Source: an optimization exercise on an open RTL-to-GDS flow (aim: small area, a short achievable clock period and few clock cycles per item). Production flows keep margins and buffers that such runs may drop.

==> build 47: inputs <==
// wsc_px3
module wsc_px3 (
    input  wire         clk,
    input  wire         rst,
    input  wire         in_valid,
    output wire         in_ready,
    input  wire         in_op,        
    input  wire [287:0] in_win,
    output reg          out_valid,
    input  wire         out_ready,
    output reg  [31:0]  out_pix
);
==> module wsc_px3, before the edit <==
module wsc_px3 (
    input  wire         clk,
    input  wire         rst,
    input  wire         in_valid,
    output wire         in_ready,
    input  wire         in_op,        
    input  wire [287:0] in_win,
    output reg          out_valid,
    input  wire         out_ready,
    output reg  [31:0]  out_pix
);
    wire [39:0] csx_w, csy_w;
    wire [35:0] nm_w;
    genvar c;
    generate
        for (c = 0; c < 4; c = c + 1) begin : pre
            wsc_px3_pre u (
                .v   ({in_win[256+8*c +: 8], in_win[224+8*c +: 8], in_win[192+8*c +: 8],
                       in_win[160+8*c +: 8], in_win[128+8*c +: 8], in_win[96+8*c +: 8],
                       in_win[64+8*c +: 8],  in_win[32+8*c +: 8],  in_win[8*c +: 8]}),
                .cs_X(csx_w[10*c +: 10]),
                .cs_Y(csy_w[10*c +: 10]),
                .nm  (nm_w[9*c +: 9])
            );
        end
    endgenerate
    reg         s1_valid;
    reg         s1_op;
    reg         s1_opn;       
    reg  [39:0] s1_csx, s1_csy;
    reg  [35:0] s1_nm;
    reg         k0_valid, k1_valid;
    reg  [31:0] k0_pix, k1_pix;
    assign in_ready = !k1_valid && !(k0_valid && s1_valid);
    wire accept = in_valid && in_ready;
    always @(posedge clk) begin
        if (rst)
            s1_valid <= 1'b0;
        else
            s1_valid <= accept;
    end
    always @(posedge clk) begin
        s1_op  <= in_op;
        s1_opn <= ~in_op;
        s1_csx <= csx_w;
        s1_csy <= csy_w;
        s1_nm  <= nm_w;                        
    end
    wire [31:0] res;
    generate
        for (c = 0; c < 4; c = c + 1) begin : post
            wsc_px3_post u (
                .op  (s1_op),
                .opn (s1_opn),
                .cs_X(s1_csx[10*c +: 10]),
                .cs_Y(s1_csy[10*c +: 10]),
                .nm  (s1_nm[9*c +: 9]),
                .res (res[8*c +: 8])
            );
        end
    endgenerate
    wire head_free = !out_valid || out_ready;
    always @(posedge clk) begin
        if (rst) begin
            out_valid <= 1'b0;
            k0_valid  <= 1'b0;
            k1_valid  <= 1'b0;
        end else if (head_free) begin
            out_valid <= k0_valid || s1_valid;
            k0_valid  <= k1_valid || (k0_valid && s1_valid);
            k1_valid  <= k1_valid && s1_valid;
        end else begin
            k0_valid  <= k0_valid || s1_valid;
            k1_valid  <= k1_valid || (k0_valid && s1_valid);
        end
    end
    always @(posedge clk) begin
        if (head_free)
            out_pix <= k0_valid ? k0_pix : res;
        if (head_free || !k0_valid)
            k0_pix <= (head_free && k1_valid) ? k1_pix : res;
        if (head_free || !k1_valid)
            k1_pix <= res;
    end
endmodule
export LEC_CHECK = 0
export CAP_MARGIN = 20
export CORE_MARGIN = 2
export CORE_UTILIZATION = 40
export CTS_BUF_LIST = sky130_fd_sc_hd__clkbuf_4 sky130_fd_sc_hd__clkbuf_8
export CTS_CLUSTER_DIAMETER = 60
export CTS_CLUSTER_SIZE = 20
export SLEW_MARGIN = 20
export SYNTH_HIERARCHICAL = 1
create_clock -name core_clock -period 28.0 [get_ports {clk}]
standard.sh (not shown) runs the stock make flow with config.mk's settings and CLKGATE_MAP_FILE= SYNTH_SCRIPT=/design/flow/synth_recipe.tcl, a recipe that flattens the netlist after the stock synthesis.
==> flow/flow/run.sh <==
#!/bin/bash
set -e
export BUFFER_PORTS_ARGS="-buffer_cell sky130_fd_sc_hd__buf_1"
export SETUP_SLACK_MARGIN=20.35
bash standard.sh > standard.log 2>&1
==> build 5: changes against build 47 <==
--- a/flow/design.v
+++ b/flow/design.v
@@ -713,17 +713,17 @@
     wire lo_ok = c27 ? lo_ok_f(q1, Al) : lo_ok_f(q0, Al);
     wire flag = op & hi_ones & lo_ok;
     assign res = c27 ? (flag ? q2 : q1) : (flag ? q1 : q0);
 endmodule
 module wsc_px3 (
     input  wire         clk,
     input  wire         rst,
     input  wire         in_valid,
-    output wire         in_ready,
+    output reg          in_ready,
     input  wire         in_op,        
     input  wire [287:0] in_win,
     output reg          out_valid,
     input  wire         out_ready,
     output reg  [31:0]  out_pix
 );
     wire [39:0] csx_w, csy_w;
     wire [35:0] nm_w;
@@ -742,17 +742,16 @@
     endgenerate
     reg         s1_valid;
     reg         s1_op;
     reg         s1_opn;       
     reg  [39:0] s1_csx, s1_csy;
     reg  [35:0] s1_nm;
     reg         k0_valid, k1_valid;
     reg  [31:0] k0_pix, k1_pix;
-    assign in_ready = !k1_valid && !(k0_valid && s1_valid);
     wire accept = in_valid && in_ready;
     always @(posedge clk) begin
         if (rst)
             s1_valid <= 1'b0;
         else
             s1_valid <= accept;
     end
     always @(posedge clk) begin
@@ -771,28 +770,39 @@
                 .cs_X(s1_csx[10*c +: 10]),
                 .cs_Y(s1_csy[10*c +: 10]),
                 .nm  (s1_nm[9*c +: 9]),
                 .res (res[8*c +: 8])
             );
         end
     endgenerate
     wire head_free = !out_valid || out_ready;
+    reg ov_n, k0v_n, k1v_n;
+    always @* begin
+        if (head_free) begin
+            ov_n  = k0_valid || s1_valid;
+            k0v_n = k1_valid || (k0_valid && s1_valid);
+            k1v_n = k1_valid && s1_valid;
+        end else begin
+            ov_n  = out_valid;
+            k0v_n = k0_valid || s1_valid;
+            k1v_n = k1_valid || (k0_valid && s1_valid);
+        end
+    end
     always @(posedge clk) begin
         if (rst) begin
             out_valid <= 1'b0;
             k0_valid  <= 1'b0;
             k1_valid  <= 1'b0;
-        end else if (head_free) begin
-            out_valid <= k0_valid || s1_valid;
-            k0_valid  <= k1_valid || (k0_valid && s1_valid);
-            k1_valid  <= k1_valid && s1_valid;
+            in_ready  <= 1'b1;
         end else begin
-            k0_valid  <= k0_valid || s1_valid;
-            k1_valid  <= k1_valid || (k0_valid && s1_valid);
+            out_valid <= ov_n;
+            k0_valid  <= k0v_n;
+            k1_valid  <= k1v_n;
+            in_ready  <= !k1v_n && !(k0v_n && accept);
         end
     end
     always @(posedge clk) begin
         if (head_free)
             out_pix <= k0_valid ? k0_pix : res;
         if (head_free || !k0_valid)
             k0_pix <= (head_free && k1_valid) ? k1_pix : res;
         if (head_free || !k1_valid)
==> flow/flow/run.sh (replaced) <==
#!/bin/bash
set -e
export BUFFER_PORTS_ARGS="-buffer_cell sky130_fd_sc_hd__buf_1"
export SETUP_SLACK_MARGIN=20.55
bash standard.sh > standard.log 2>&1
==> build 49: changes against build 47 <==
--- a/flow/design.v
+++ b/flow/design.v
@@ -86,18 +86,105 @@
 module wsc_px3_post (
     input  wire        op,
     input  wire        opn,          
     input  wire [9:0]  cs_X,
     input  wire [9:0]  cs_Y,
     input  wire [8:0]  nm,            
     output wire [7:0]  res
 );
-    wire [10:0] xs_X = {1'b0, cs_X} + {nm, 2'b00};
-    wire [10:0] xs_Y = {1'b0, cs_Y} + {nm, 2'b00};
+    wire [10:0] xs_X, xs_Y;
+    assign xs_X[1:0] = cs_X[1:0];
+    assign xs_Y[1:0] = cs_Y[1:0];
+    wire Xp0 = cs_X[2] ^ nm[0], Xg0 = cs_X[2] & nm[0];
+    wire Xp1 = cs_X[3] ^ nm[1], Xg1 = cs_X[3] & nm[1];
+    wire Xp2 = cs_X[4] ^ nm[2], Xg2 = cs_X[4] & nm[2];
+    wire Xp3 = cs_X[5] ^ nm[3], Xg3 = cs_X[5] & nm[3];
+    wire Xp4 = cs_X[6] ^ nm[4], Xg4 = cs_X[6] & nm[4];
+    wire Xp5 = cs_X[7] ^ nm[5], Xg5 = cs_X[7] & nm[5];
+    wire Xp6 = cs_X[8] ^ nm[6], Xg6 = cs_X[8] & nm[6];
+    wire Xp7 = cs_X[9] ^ nm[7], Xg7 = cs_X[9] & nm[7];
+    wire XG0_1 = Xg1 | (Xp1 & Xg0);
+    wire XP0_1 = Xp1 & Xp0;
+    wire XG0_3 = Xg3 | (Xp3 & Xg2);
+    wire XP0_3 = Xp3 & Xp2;
+    wire XG0_5 = Xg5 | (Xp5 & Xg4);
+    wire XP0_5 = Xp5 & Xp4;
+    wire XG0_7 = Xg7 | (Xp7 & Xg6);
+    wire XP0_7 = Xp7 & Xp6;
+    wire XG1_2 = Xg2 | (Xp2 & XG0_1);
+    wire XP1_2 = Xp2 & XP0_1;
+    wire XG1_3 = XG0_3 | (XP0_3 & XG0_1);
+    wire XP1_3 = XP0_3 & XP0_1;
+    wire XG1_6 = Xg6 | (Xp6 & XG0_5);
+    wire XP1_6 = Xp6 & XP0_5;
+    wire XG1_7 = XG0_7 | (XP0_7 & XG0_5);
+    wire XP1_7 = XP0_7 & XP0_5;
+    wire XG2_4 = Xg4 | (Xp4 & XG1_3);
+    wire XP2_4 = Xp4 & XP1_3;
+    wire XG2_5 = XG0_5 | (XP0_5 & XG1_3);
+    wire XP2_5 = XP0_5 & XP1_3;
+    wire XG2_6 = XG1_6 | (XP1_6 & XG1_3);
+    wire XP2_6 = XP1_6 & XP1_3;
+    wire XG2_7 = XG1_7 | (XP1_7 & XG1_3);
+    wire XP2_7 = XP1_7 & XP1_3;
+    wire XG3_8 = 1'b0 | (nm[8] & XG2_7);
+    wire XP3_8 = nm[8] & XP2_7;
+    assign xs_X[2] = Xp0;
+    assign xs_X[3] = Xp1 ^ Xg0;
+    assign xs_X[4] = Xp2 ^ XG0_1;
+    assign xs_X[5] = Xp3 ^ XG1_2;
+    assign xs_X[6] = Xp4 ^ XG1_3;
+    assign xs_X[7] = Xp5 ^ XG2_4;
+    assign xs_X[8] = Xp6 ^ XG2_5;
+    assign xs_X[9] = Xp7 ^ XG2_6;
+    assign xs_X[10] = nm[8] ^ XG2_7;
+    wire Yp0 = cs_Y[2] ^ nm[0], Yg0 = cs_Y[2] & nm[0];
+    wire Yp1 = cs_Y[3] ^ nm[1], Yg1 = cs_Y[3] & nm[1];
+    wire Yp2 = cs_Y[4] ^ nm[2], Yg2 = cs_Y[4] & nm[2];
+    wire Yp3 = cs_Y[5] ^ nm[3], Yg3 = cs_Y[5] & nm[3];
+    wire Yp4 = cs_Y[6] ^ nm[4], Yg4 = cs_Y[6] & nm[4];
+    wire Yp5 = cs_Y[7] ^ nm[5], Yg5 = cs_Y[7] & nm[5];
+    wire Yp6 = cs_Y[8] ^ nm[6], Yg6 = cs_Y[8] & nm[6];
+    wire Yp7 = cs_Y[9] ^ nm[7], Yg7 = cs_Y[9] & nm[7];
+    wire YG0_1 = Yg1 | (Yp1 & Yg0);
+    wire YP0_1 = Yp1 & Yp0;
+    wire YG0_3 = Yg3 | (Yp3 & Yg2);
+    wire YP0_3 = Yp3 & Yp2;
+    wire YG0_5 = Yg5 | (Yp5 & Yg4);
+    wire YP0_5 = Yp5 & Yp4;
+    wire YG0_7 = Yg7 | (Yp7 & Yg6);
+    wire YP0_7 = Yp7 & Yp6;
+    wire YG1_2 = Yg2 | (Yp2 & YG0_1);
+    wire YP1_2 = Yp2 & YP0_1;
+    wire YG1_3 = YG0_3 | (YP0_3 & YG0_1);
+    wire YP1_3 = YP0_3 & YP0_1;
+    wire YG1_6 = Yg6 | (Yp6 & YG0_5);
+    wire YP1_6 = Yp6 & YP0_5;
+    wire YG1_7 = YG0_7 | (YP0_7 & YG0_5);
+    wire YP1_7 = YP0_7 & YP0_5;
+    wire YG2_4 = Yg4 | (Yp4 & YG1_3);
+    wire YP2_4 = Yp4 & YP1_3;
+    wire YG2_5 = YG0_5 | (YP0_5 & YG1_3);
+    wire YP2_5 = YP0_5 & YP1_3;
+    wire YG2_6 = YG1_6 | (YP1_6 & YG1_3);
+    wire YP2_6 = YP1_6 & YP1_3;
+    wire YG2_7 = YG1_7 | (YP1_7 & YG1_3);
+    wire YP2_7 = YP1_7 & YP1_3;
+    wire YG3_8 = 1'b0 | (nm[8] & YG2_7);
+    wire YP3_8 = nm[8] & YP2_7;
+    assign xs_Y[2] = Yp0;
+    assign xs_Y[3] = Yp1 ^ Yg0;
+    assign xs_Y[4] = Yp2 ^ YG0_1;
+    assign xs_Y[5] = Yp3 ^ YG1_2;
+    assign xs_Y[6] = Yp4 ^ YG1_3;
+    assign xs_Y[7] = Yp5 ^ YG2_4;
+    assign xs_Y[8] = Yp6 ^ YG2_5;
+    assign xs_Y[9] = Yp7 ^ YG2_6;
+    assign xs_Y[10] = nm[8] ^ YG2_7;
     function lo_ok_f;
         input [7:0] q;
         input [9:0] Al;
         begin
             casez (q)
                 8'b1???????: lo_ok_f = 1'b1;
                 8'b01??????: lo_ok_f = &Al[9:9];
                 8'b001?????: lo_ok_f = &Al[9:8];
@@ -713,17 +800,17 @@
     wire lo_ok = c27 ? lo_ok_f(q1, Al) : lo_ok_f(q0, Al);
     wire flag = op & hi_ones & lo_ok;
     assign res = c27 ? (flag ? q2 : q1) : (flag ? q1 : q0);
 endmodule
 module wsc_px3 (
     input  wire         clk,
     input  wire         rst,
     input  wire         in_valid,
-    output wire         in_ready,
+    output reg          in_ready,
     input  wire         in_op,        
     input  wire [287:0] in_win,
     output reg          out_valid,
     input  wire         out_ready,
     output reg  [31:0]  out_pix
 );
     wire [39:0] csx_w, csy_w;
     wire [35:0] nm_w;
@@ -742,17 +829,16 @@
     endgenerate
     reg         s1_valid;
     reg         s1_op;
     reg         s1_opn;       
     reg  [39:0] s1_csx, s1_csy;
     reg  [35:0] s1_nm;
     reg         k0_valid, k1_valid;
     reg  [31:0] k0_pix, k1_pix;
-    assign in_ready = !k1_valid && !(k0_valid && s1_valid);
     wire accept = in_valid && in_ready;
     always @(posedge clk) begin
         if (rst)
             s1_valid <= 1'b0;
         else
             s1_valid <= accept;
     end
     always @(posedge clk) begin
@@ -771,28 +857,39 @@
                 .cs_X(s1_csx[10*c +: 10]),
                 .cs_Y(s1_csy[10*c +: 10]),
                 .nm  (s1_nm[9*c +: 9]),
                 .res (res[8*c +: 8])
             );
         end
     endgenerate
     wire head_free = !out_valid || out_ready;
+    reg ov_n, k0v_n, k1v_n;
+    always @* begin
+        if (head_free) begin
+            ov_n  = k0_valid || s1_valid;
+            k0v_n = k1_valid || (k0_valid && s1_valid);
+            k1v_n = k1_valid && s1_valid;
+        end else begin
+            ov_n  = out_valid;
+            k0v_n = k0_valid || s1_valid;
+            k1v_n = k1_valid || (k0_valid && s1_valid);
+        end
+    end
     always @(posedge clk) begin
         if (rst) begin
             out_valid <= 1'b0;
             k0_valid  <= 1'b0;
             k1_valid  <= 1'b0;
-        end else if (head_free) begin
-            out_valid <= k0_valid || s1_valid;
-            k0_valid  <= k1_valid || (k0_valid && s1_valid);
-            k1_valid  <= k1_valid && s1_valid;
+            in_ready  <= 1'b1;
         end else begin
-            k0_valid  <= k0_valid || s1_valid;
-            k1_valid  <= k1_valid || (k0_valid && s1_valid);
+            out_valid <= ov_n;
+            k0_valid  <= k0v_n;
+            k1_valid  <= k1v_n;
+            in_ready  <= !k1v_n && !(k0v_n && accept);
         end
     end
     always @(posedge clk) begin
         if (head_free)
             out_pix <= k0_valid ? k0_pix : res;
         if (head_free || !k0_valid)
             k0_pix <= (head_free && k1_valid) ? k1_pix : res;
         if (head_free || !k1_valid)
==> flow/flow/run.sh (replaced) <==
#!/bin/bash
set -e
export BUFFER_PORTS_ARGS="-buffer_cell sky130_fd_sc_hd__buf_1"
export SETUP_SLACK_MARGIN=20.5
bash standard.sh > standard.log 2>&1
==> impl_metrics.py <==
metrics = {
    "logic_synthesis": {
        "synth_xor_xnor_area_share_pct": 6.15,
    },
    "grt": {
        "initial_antenna_violation_count": 3,
    },
    "outcome": {
        "status": "complete, no violations",
    },
    "sta": {
        "fmax_mhz": 134,
        "max_slew_margin_pct": 35.2,
    },
    "worst_setup_path": {
        "timing_worst_setup_path_type": "reg -> out",
        "cp.required_ns": 22.40,
        "timing.critical_path.fanout_max": 35,
    },
    "finish": {
        "drive_above_1_share_pct": 10.9,
    },
    "worst_hold_path": {
        "hold_path.startpoint": "k1_pix[1]",
        "whs_path_depth": 1,
    },
    "placement": {
        "placedCellCount": 4557,
    },
}
[end of results for build 47]
==> impl_metrics.py <==
metrics = {
    "sta": {
        "fmax_mhz": 137,
        "max_slew_margin_pct": 28.2,
    },
    "finish": {
        "drive_above_1_share_pct": 14.4,
    },
    "grt": {
        "initial_antenna_violation_count": 1,
    },
    "worst_hold_path": {
        "whs_path_depth": 2,
        "hold_path.startpoint": "in_ready",
    },
    "worst_setup_path": {
        "timing_worst_setup_path_type": "reg -> reg",
        "cp.required_ns": 28.40,
    },
    "placement": {
        "placedCellCount": 4580,
    },
    "outcome": {
        "status": "complete, no violations",
    },
    "route": {
        "avgRoutedWirePerCell_um": 18.9,
    },
}
[end of results for build 5]
==> impl_metrics.py <==
metrics = {
    "grt": {
        "initial_antenna_violation_count": 2,
    },
    "finish": {
        "drive_above_1_share_pct": 15.6,
    },
    "worst_setup_path": {
        "timing_worst_setup_path_type": "reg -> reg",
        "timing.critical_path.fanout_max": 7,
    },
    "sta": {
        "max_slew_margin_pct": 35.7,
        "fmax_mhz": 130,
        "final.min_clock_period_ns": 7.67,
    },
    "worst_hold_path": {
        "whs_path_depth": 2,
        "hold_path.startpoint": "in_ready",
    },
    "placement": {
        "placedCellCount": 4515,
    },
    "logic_synthesis": {
        "synth_xor_xnor_area_share_pct": 5.58,
    },
    "outcome": {
        "status": "complete, no violations",
    },
}
[end of results for build 49]
No run of this note included a check of the RTL's function; only the layout flow was run.

==> re-timing with driven ports <==
How much do the figures lean on ideal ports? The routed layouts below were timed once more, with nothing changed but the port constraints. Step 1: set_driving_cell puts a clkbuf_16 on clk and a buf_2 on each other input, an assumption about the parent block. Step 2 moves the port delays by t, midway between the first and last clock arrival at a register: inputs arrive t later, outputs are due t later. That takes back most of the time a late clock gives input paths. Three values: ideal ports, drivers, drivers and shift; two values: the first two.
run | t (ns) | setup slack, ns | worst hold slack (ns) | clock arrival spread, ns | worst data-port slew with drivers (ns)
build 47 | 0.677 | 20.526 / 20.467 / 20.072 | 0.524 / 0.524 / 0.524 | 0.048 / 0.048 | 0.15
build 5 | 0.679 | 20.707 / 20.707 / 20.172 | 0.501 / 0.501 / 0.501 | 0.046 / 0.047 | 0.05
build 49 | 0.704 | 20.327 / 20.327 / 20.162 | 0.536 / 0.536 / 0.536 | 0.027 / 0.027 | 0.06
After both steps setup and hold are still met in every run listed. For build 5, which loses most, drivers alone change the setup slack by 0.000 ns; drivers and shift together by -0.535 ns.
